Background: an optimization exercise with open tools, aiming at small area, a short achievable clock period and few clock cycles. Do not read the settings as production practice.
The RTL was checked by simulation tests, not by an equivalence proof against the original design.
Power is estimated from default activity; no workload was simulated.

==> flow/design.v (excerpt) <==
module conv_engine (
    input  wire        clk,
    input  wire        rst,
    input  wire        kc_we,
    input  wire [5:0]  kc_idx,
    input  wire [15:0] kc_data,
    input  wire        start,
    input  wire [7:0]  ksel,
    input  wire [7:0]  kdim,
    input  wire [15:0] kdiv,
    input  wire [31:0] src_base,
    input  wire [31:0] dst_base,
    input  wire [15:0] width,
    input  wire [15:0] height,
    output reg         busy,
    output reg         done,
    output reg  [2:0]  err,
    output reg         mem_req,
    output reg         mem_we,
    output wire [31:0] mem_addr,
    output reg  [7:0]  mem_wdata,
    input  wire        mem_gnt,
    input  wire        mem_rvalid,
    input  wire [7:0]  mem_rdata
);
    localparam ST_IDLE = 2'd0;
    localparam ST_MUL  = 2'd1;
    localparam ST_CHK  = 2'd2;
    localparam ST_RUN  = 2'd3;
    localparam PH_LEAD = 2'd0;    
    localparam PH_MAIN = 2'd1;
    localparam PH_TAIL = 2'd2;    
    reg [783:0] kflat;
    reg [48:0]  kv;
  ...
Size: about 12000 cells after synthesis, ~2000 flip-flops, ~210 I/O pins, roughly 130000 um2 of cells after synthesis.
export LEC_CHECK = 0
export CAP_MARGIN = 20
export CORE_MARGIN = 2
export CORE_UTILIZATION = 40
export SLEW_MARGIN = 20
create_clock -name core_clock -period 16.0 [get_ports {clk}]
standard.sh (not shown) runs the stock make flow with config.mk's settings and CLKGATE_MAP_FILE= SYNTH_SCRIPT=/design/flow/synth_recipe.tcl, a recipe that flattens the netlist after the stock synthesis.
==> flow/flow/run.sh <==
#!/bin/bash
# The standard layout (the standard.sh, unchanged synthesis and steps),
# with two changes to how the layout is made:
#  - ORFS's timing repair keeps a setup margin, so that it sizes and buffers
#    paths well below the design's clock period;
#  - the port buffers that ORFS inserts at every input and output are plain
#    buffers (buf_4) rather than the delay cell buffer_ports picks by default.
set -euo pipefail
export BUFFER_PORTS_ARGS="-buffer_cell sky130_fd_sc_hd__buf_4"
bash standard.sh SETUP_SLACK_MARGIN=11.3 finish > flow_make.log 2>&1
Testbench counts at the start, summed over its fixed seeds: cycles 122,270.
Change:
--- a/flow/design.v
+++ b/flow/design.v
@@ -26,39 +26,39 @@
     localparam ST_IDLE = 2'd0;
     localparam ST_MUL  = 2'd1;
     localparam ST_CHK  = 2'd2;
     localparam ST_RUN  = 2'd3;
     localparam PH_LEAD = 2'd0;    
     localparam PH_MAIN = 2'd1;
     localparam PH_TAIL = 2'd2;    
+    reg [1:0]  st;
+    reg [15:0] Wr, Hr, Dr;
+    reg [1:0]  kc;             
+    reg [3:0]  cat;            
+    reg        sh, dh;         
+    reg [3:0]  mcnt;
+    reg [20:0] np;             
+    reg        nsat;           
     reg [783:0] kflat;
     reg [48:0]  kv;
-    wire        kc_wen = kc_we && !busy && (kc_idx < 6'd49);
+    wire        kc_wen = kc_we && (st == ST_IDLE) && (kc_idx < 6'd49);
     genvar g;
     generate
         for (g = 0; g < 49; g = g + 1) begin : g_kc
             always @(posedge clk)
                 if (kc_wen && kc_idx == g)
                     kflat[16*g +: 16] <= kc_data;
         end
     endgenerate
     always @(posedge clk) begin
         if (rst)
             kv <= 49'd0;
         else if (kc_wen)
             kv[kc_idx] <= 1'b1;
     end
-    reg [1:0]  st;
-    reg [15:0] Wr, Hr, Dr;
-    reg [1:0]  kc;             
-    reg [3:0]  cat;            
-    reg        sh, dh;         
-    reg [3:0]  mcnt;
-    reg [20:0] np;             
-    reg        nsat;           
     wire        bad_ksel  = (ksel > 8'd12);
     wire        bad_shape = (ksel == 8'd0) && (kdim == 8'd0 || !kdim[0] || kdim > 8'd7);
     wire        empty     = (width == 16'd0) || (height == 16'd0);
     wire [2:0]  e_pre     = bad_ksel ? 3'd3 : bad_shape ? 3'd1 : empty ? 3'd2 : 3'd0;
     reg  [15:0] d_new;
     always @(*) begin
         if (ksel == 8'd0)
@@ -83,19 +83,20 @@
     reg [1:0]  oc;
     reg [1:0]  ph;
     reg        rd_done;
     reg        tr_is;          
     reg [1:0]  S;              
     reg [19:0] maddr;
     assign mem_addr = {12'd0, maddr};
+    reg        rq_rd, rq_wr;
     reg  [7:0] Oa, Ob;
     reg        Ova, Ovb;
     reg        Oa_sk, Ob_sk;   
     wire running  = (st == ST_RUN);
-    wire adv      = !mem_req || mem_gnt;
+    wire adv      = !(rq_rd || rq_wr) || mem_gnt;
     wire do_wr    = running && adv && (Ova || Ovb);
     wire col_st   = (ti == 3'd0);
     wire col_ok   = ((ph == PH_MAIN) && (cx >= {14'd0, kc})) ||
                     ((ph == PH_TAIL) && (({1'b0, Wr} + {15'd0, oc}) >= {15'd0, kc}));
     wire can_rd   = !rd_done && (!col_st || !col_ok || (S != 2'd2));
     wire do_rd    = running && adv && !Ova && !Ovb && can_rd;
     wire [16:0] yl      = ymr + {15'd0, kc} + 17'd1;                
@@ -653,29 +654,31 @@
     wire [22:0] rnb  = !sb3[25] ? sb3[22:0] : !sb2[25] ? sb2[22:0] : !sb1[25] ? sb1[22:0] : remb[22:0];
     wire        dlast = dbusy && (dcnt == 2'd3);
     wire        dfin  = dlast && !Ova && !Ovb;
     wire        pop   = hv0 && (!dbusy || dfin);
     wire        h_load = av && (!hv0 || pop);
     wire        sat_a = (ha[29:25] != 5'd0) || (ha[24:0] >= {Dr, 9'd0});
     wire        sat_b = (hb[29:25] != 5'd0) || (hb[24:0] >= {Dr, 9'd0});
-    wire wr_taken = mem_req && mem_we && mem_gnt;
+    wire wr_taken = rq_wr && mem_gnt;
     wire fin      = running && wr_taken && (np == 21'd1);
     wire [21:0] np_nx  = {np, 1'b0} + {6'd0, (Hr[15] ? Wr : 16'd0)};
     wire [21:0] s_end  = {2'd0, top} + {1'b0, np};
     wire [21:0] d_end  = {2'd0, wpa} + {1'b0, np};
     wire        bad_rng = nsat || sh || dh || (s_end > 22'h100000) || (d_end > 22'h100000);
     wire        ovl     = ({2'd0, top} < d_end) && ({2'd0, wpa} < s_end);
     always @(posedge clk) begin
         if (rst) begin
             st      <= ST_IDLE;
             busy    <= 1'b0;
             done    <= 1'b0;
             err     <= 3'd0;
             mem_req <= 1'b0;
             mem_we  <= 1'b0;
+            rq_rd   <= 1'b0;
+            rq_wr   <= 1'b0;
             Ova     <= 1'b0;
             Ovb     <= 1'b0;
             S       <= 2'd0;
             rd_done <= 1'b0;
         end else begin
             done <= 1'b0;
             case (st)
@@ -735,29 +738,37 @@
                     S       <= 2'd0;
                 end
                 ST_RUN: begin
                     if (adv) begin
                         if (Ova) begin
                             mem_req   <= 1'b1;
                             mem_we    <= 1'b1;
+                            rq_rd     <= 1'b0;
+                            rq_wr     <= 1'b1;
                             maddr     <= wpa;
                             mem_wdata <= Oa;
                             wpa       <= wpa + 20'd1 + (Oa_sk ? W20 : 20'd0);
                         end else if (Ovb) begin
                             mem_req   <= 1'b1;
                             mem_we    <= 1'b1;
+                            rq_rd     <= 1'b0;
+                            rq_wr     <= 1'b1;
                             maddr     <= wpb;
                             mem_wdata <= Ob;
                             wpb       <= wpb + 20'd1 + (Ob_sk ? W20 : 20'd0);
                         end else if (can_rd) begin
                             mem_req <= 1'b1;
                             mem_we  <= 1'b0;
+                            rq_rd   <= 1'b1;
+                            rq_wr   <= 1'b0;
                             maddr   <= raddr;
                         end else begin
                             mem_req <= 1'b0;
+                            rq_rd   <= 1'b0;
+                            rq_wr   <= 1'b0;
                         end
                     end
                     if (do_rd) begin
                         if (!last_ti) begin
                             ti    <= ti + 3'd1;
                             t     <= t1;
                             t_in  <= tin_t1;
@@ -821,14 +832,16 @@
                         Ovb <= 1'b1;
                     if (fin) begin
                         done    <= 1'b1;
                         busy    <= 1'b0;
                         err     <= 3'd0;
                         st      <= ST_IDLE;
                         mem_req <= 1'b0;
+                        rq_rd   <= 1'b0;
+                        rq_wr   <= 1'b0;
                     end
                 end
                 default: st <= ST_IDLE;
             endcase
         end
     end
     always @(posedge clk) begin
Setup slack improved by 0.13 ns.
Global-route usage climbs by 0.35 points.
Clock skew came out higher by 0.047 ns.
Count of clock-buffer cells in the layout is higher by 4.
Critical path depth shrinks by 12.
Clock power rises by about 3%.
Power barely changes.
Synthesized cell count rises by about 1.1%.
Testbench counts after the change, summed over its fixed seeds: cycles 122,270.

==> port drivers added, routing unchanged <==
No port has a modelled driver above. Below, the same layouts with a new extraction and two added sets of constraints. Step 1 (the two cells are an assumption about what drives the block):
set clk [get_ports {clk}]
set_driving_cell -lib_cell sky130_fd_sc_hd__clkbuf_16 $clk
set_driving_cell -lib_cell sky130_fd_sc_hd__buf_2 [delete_from_list [all_inputs] $clk]
Step 2, shift: input delay + t, output delay - t, t = (earliest + latest rising clock arrival at the registers) / 2. This alone moves slack from input paths to output paths. Slacks: ideal ports / drivers / drivers and shift; pairs: ideal ports / drivers.
| run | t, ns | slack for setup (ns) | worst register clock-pin slew, ns | worst slew at a driven data input, ns |
|---|---|---|---|---|
| the first run | 1.015 | 11.146 / 11.146 / 10.379 | 0.07 / 0.07 | 0.12 |
| the second run | 1.015 | 11.271 / 11.224 / 10.344 | 0.07 / 0.07 | 0.16 |
After both steps setup and hold are still met in every run listed. For the second run, which loses most, drivers alone change the setup slack by -0.047 ns; drivers and shift together by -0.927 ns.
